What follows belongs to an exercise in optimizing a design on an open flow for small area, a short achievable clock period and few clock cycles per item; a production flow would make more cautious choices.
At most, simulation tests tie the RTL to the original design; equivalence was not proved.
Power figures rest on the tool's default switching activity, not on a simulated workload.

Design wib_expander, start of the top module:
module wib_expander (
    input  wire        clk,
    input  wire        rst,         
    input  wire        in_valid,
    output wire        in_ready,
    input  wire [63:0] in_data,
    output wire        out_valid,
    input  wire        out_ready,
    output wire [63:0] out_data,
    output wire        out_last     
);
export LEC_CHECK = 0
export CAP_MARGIN = 20
export CORE_MARGIN = 2
export CORE_UTILIZATION = 40
export SETUP_SLACK_MARGIN = 1.9
export SLEW_MARGIN = 20
create_clock -name core_clock -period 4.0 [get_ports {clk}]
standard.sh (not shown) runs the stock make flow with config.mk's settings and CLKGATE_MAP_FILE= SYNTH_SCRIPT=/design/flow/synth_recipe.tcl, a recipe that flattens the netlist after the stock synthesis.
==> flow/flow/run.sh <==
#!/bin/bash
# Standard layout, with the port buffers that buffer_ports inserts made of
# sky130_fd_sc_hd__buf_1 instead of the cell it picks by default.
set -euo pipefail
export BUFFER_PORTS_ARGS="-buffer_cell sky130_fd_sc_hd__buf_1"
bash standard.sh > standard.log 2>&1
Testbench counts at the start, summed over its fixed seeds: cycles 19,464, frames 512.
Next try:
==> flow/flow/run.sh (replaced) <==
#!/bin/bash
# Standard layout, with the port buffers that buffer_ports inserts made of
# sky130_fd_sc_hd__buf_1 instead of the cell it picks by default, and the
# constant outputs left on the one tie cell that synthesis gives them.
set -euo pipefail
export BUFFER_PORTS_ARGS="-buffer_cell sky130_fd_sc_hd__buf_1"
export SKIP_REPAIR_TIE_FANOUT=1
bash standard.sh > standard.log 2>&1
- SETUP_SLACK_MARGIN: 1.9 -> 1.5
=> Clock-buffer cell count is higher by 1; global-route usage falls by 3.5 points; worst setup slack loses 0.18 ns; area after synthesis does not change.
Next try:
- SETUP_SLACK_MARGIN: 1.5 -> 1.7
Result:
- The new run ran to the end with no violations
- worst setup slack improves by 0.20 ns
- die area is unchanged
- final area went up by 3.0%
- flip-flop and latch count does not change
- sequential share of layout area went down by 1.6 points
- clock power stays flat
- non-clock buffer count went up by 13
- routed wire length went up by 11%
- core utilization went up by 1.5 points
- power went up by 0.92%

* * *

wib_expander, a different RTL version from the one above (not shown whole).
Size: ~270 cells after synthesis, about 41 flip-flops, about 140 I/O pins, about 2600 µm² of cells after synthesis.
==> flow/config.mk <==
export PLATFORM = sky130hd
export DESIGN_NAME = wib_expander
export DESIGN_NICKNAME = wib_expander
export VERILOG_FILES = /design/flow/design.v
export SDC_FILE = /design/flow/constraint.sdc
export NUM_CORES = 4
export LEC_CHECK = 0
export CAP_MARGIN = 20
export CORE_MARGIN = 2
export CORE_UTILIZATION = 40
export SETUP_SLACK_MARGIN = 1.55
export SLEW_MARGIN = 20
==> flow/constraint.sdc <==
create_clock -name core_clock -period 4.0 [get_ports {clk}]
set_input_delay 0.8000 -clock core_clock [delete_from_list [all_inputs] [get_ports {clk}]]
set_output_delay 0.8000 -clock core_clock [all_outputs]
set_load 0.01 [all_outputs]
==> flow/flow/run.sh <==
#!/bin/bash
# Standard layout, with the port buffers that buffer_ports inserts made of
# sky130_fd_sc_hd__buf_1 instead of the cell it picks by default, and the
# constant outputs left on the one tie cell that synthesis gives them.
set -euo pipefail
export BUFFER_PORTS_ARGS="-buffer_cell sky130_fd_sc_hd__buf_1"
export SKIP_REPAIR_TIE_FANOUT=1
bash standard.sh > standard.log 2>&1
Change:
--- a/flow/config.mk
+++ b/flow/config.mk
@@ -11 +11 @@
-export SETUP_SLACK_MARGIN = 1.55
+export SETUP_SLACK_MARGIN = 1.7
What happened: Design area is higher by 5.9%; first-iteration DRC count falls by 8.9%; setup slack gets better by 0.090 ns; via count went up by 5.7%; combinational power goes up by about 9%; clock skew stays flat.
No run of this note included a check of the RTL's function; only the layout flow was run.

* * *

north:
Another version of the RTL of wib_expander (not shown whole).
Size in the first run: roughly 43 flip-flops, roughly 140 I/O pins, roughly 0.0026 mm^2 of cells after synthesis.
==> flow/config.mk <==
export PLATFORM = sky130hd
export DESIGN_NAME = wib_expander
export DESIGN_NICKNAME = wib_expander
export VERILOG_FILES = /design/flow/design.v
export SDC_FILE = /design/flow/constraint.sdc
export NUM_CORES = 4
export LEC_CHECK = 0
export CAP_MARGIN = 20
export CORE_MARGIN = 2
export CORE_UTILIZATION = 40
export SETUP_SLACK_MARGIN = 1.9
export SLEW_MARGIN = 20
==> flow/constraint.sdc <==
create_clock -name core_clock -period 4.0 [get_ports {clk}]
set_input_delay 0.8000 -clock core_clock [delete_from_list [all_inputs] [get_ports {clk}]]
set_output_delay 0.8000 -clock core_clock [all_outputs]
set_load 0.01 [all_outputs]
==> flow/flow/run.sh <==
#!/bin/bash
# Standard layout, with the port buffers that buffer_ports inserts made of
# sky130_fd_sc_hd__buf_1 instead of the cell it picks by default.
set -euo pipefail
export BUFFER_PORTS_ARGS="-buffer_cell sky130_fd_sc_hd__buf_1"
bash standard.sh > standard.log 2>&1
north finished every stage and its layout cleared the timing, DRC and antenna checks.
Testbench counts of north, summed over its fixed seeds: cycles 19,456, frames 512.
For south, these inputs were changed with respect to north:
# north
export LEC_CHECK = 0
export CAP_MARGIN = 20
export CORE_MARGIN = 2
export CORE_UTILIZATION = 40
export SETUP_SLACK_MARGIN = 1.9
export SLEW_MARGIN = 20
create_clock -name core_clock -period 4.0 [get_ports {clk}]
# south
export LEC_CHECK = 0
export CAP_MARGIN = 20
export CORE_MARGIN = 2
export CORE_UTILIZATION = 40
export SETUP_SLACK_MARGIN = 1.7
export SLEW_MARGIN = 20
create_clock -name core_clock -period 4.0 [get_ports {clk}]
--- outcome ---
- In south the power density over the cells turned out 16% higher than in north.
- Count of clock buffers in the final design: south < north
- | clock skew | south vs north | ≈ equal |
- Compared with north, south shows a growth of design area from synthesis to finish that is 29 points lower.
- Of the two candidates, north has the worse overall power consumption and south the better one.
- After detailed routing, north needs more wire than south.
--- input diff south..east ---
# south
export LEC_CHECK = 0
export CAP_MARGIN = 20
export CORE_MARGIN = 2
export CORE_UTILIZATION = 40
export SETUP_SLACK_MARGIN = 1.7
export SLEW_MARGIN = 20
create_clock -name core_clock -period 4.0 [get_ports {clk}]
# east
export LEC_CHECK = 0
export CAP_MARGIN = 20
export CORE_MARGIN = 2
export CORE_UTILIZATION = 60
export SETUP_SLACK_MARGIN = 1.7
export SLEW_MARGIN = 20
create_clock -name core_clock -period 4.0 [get_ports {clk}]
## What came out
- east: no failed stages, no open violations at the end
- Maximum fanout count along the critical path | east above south
- Setup slack after layout in east is 5.9 ps higher than in south
- From south to east the numbers moved as follows: worst path arrival time was more or less identical, total detailed-routing wirelength went down by 9.6%.

-- re-timing with driven ports --
Ports are ideal in the flow. The routed layouts listed here were re-timed in OpenROAD.
Step 1: set_driving_cell puts a clkbuf_16 on clk and a buf_2 on each other input, an assumption about the parent block.
Step 2 times the ports against the registers' clock, not the clock port: input delays grow and output delays shrink by t, the midpoint of the rising clock arrivals with the driver on.
a / b / c = ideal / step 1 / step 2; a / b = the first two.
run	t, ns	setup WS [ns]	worst setup path at the end	latest minus earliest clock arrival (ns)	cell pins on the clock port's net
the first run of note 1	0.440	1.795 / 1.759 / 1.529	input to register	0.010 / 0.010	1
the second run of note 1	0.435	1.615 / 1.577 / 1.495	input to register	0.007 / 0.006	1
the third run of note 1	0.436	1.815 / 1.784 / 1.568	input to register	0.006 / 0.006	1
the first run of note 2	0.302	1.684 / 1.659 / 1.834	input to output	0.003 / 0.003	1
the second run of note 2	0.312	1.774 / 1.747 / 1.605	input to register	0.005 / 0.006	1
north	0.324	1.844 / 1.821 / 1.821	input to output	0.010 / 0.010	1
south	0.324	1.778 / 1.758 / 1.559	input to register	0.009 / 0.009	1
east	0.319	1.784 / 1.758 / 1.699	input to register	0.008 / 0.008	1
After both steps setup and hold are still met in every run listed. The setup slack of the first run of note 1, which loses most, moves by -0.036 ns with the drivers and by -0.266 ns with both steps.
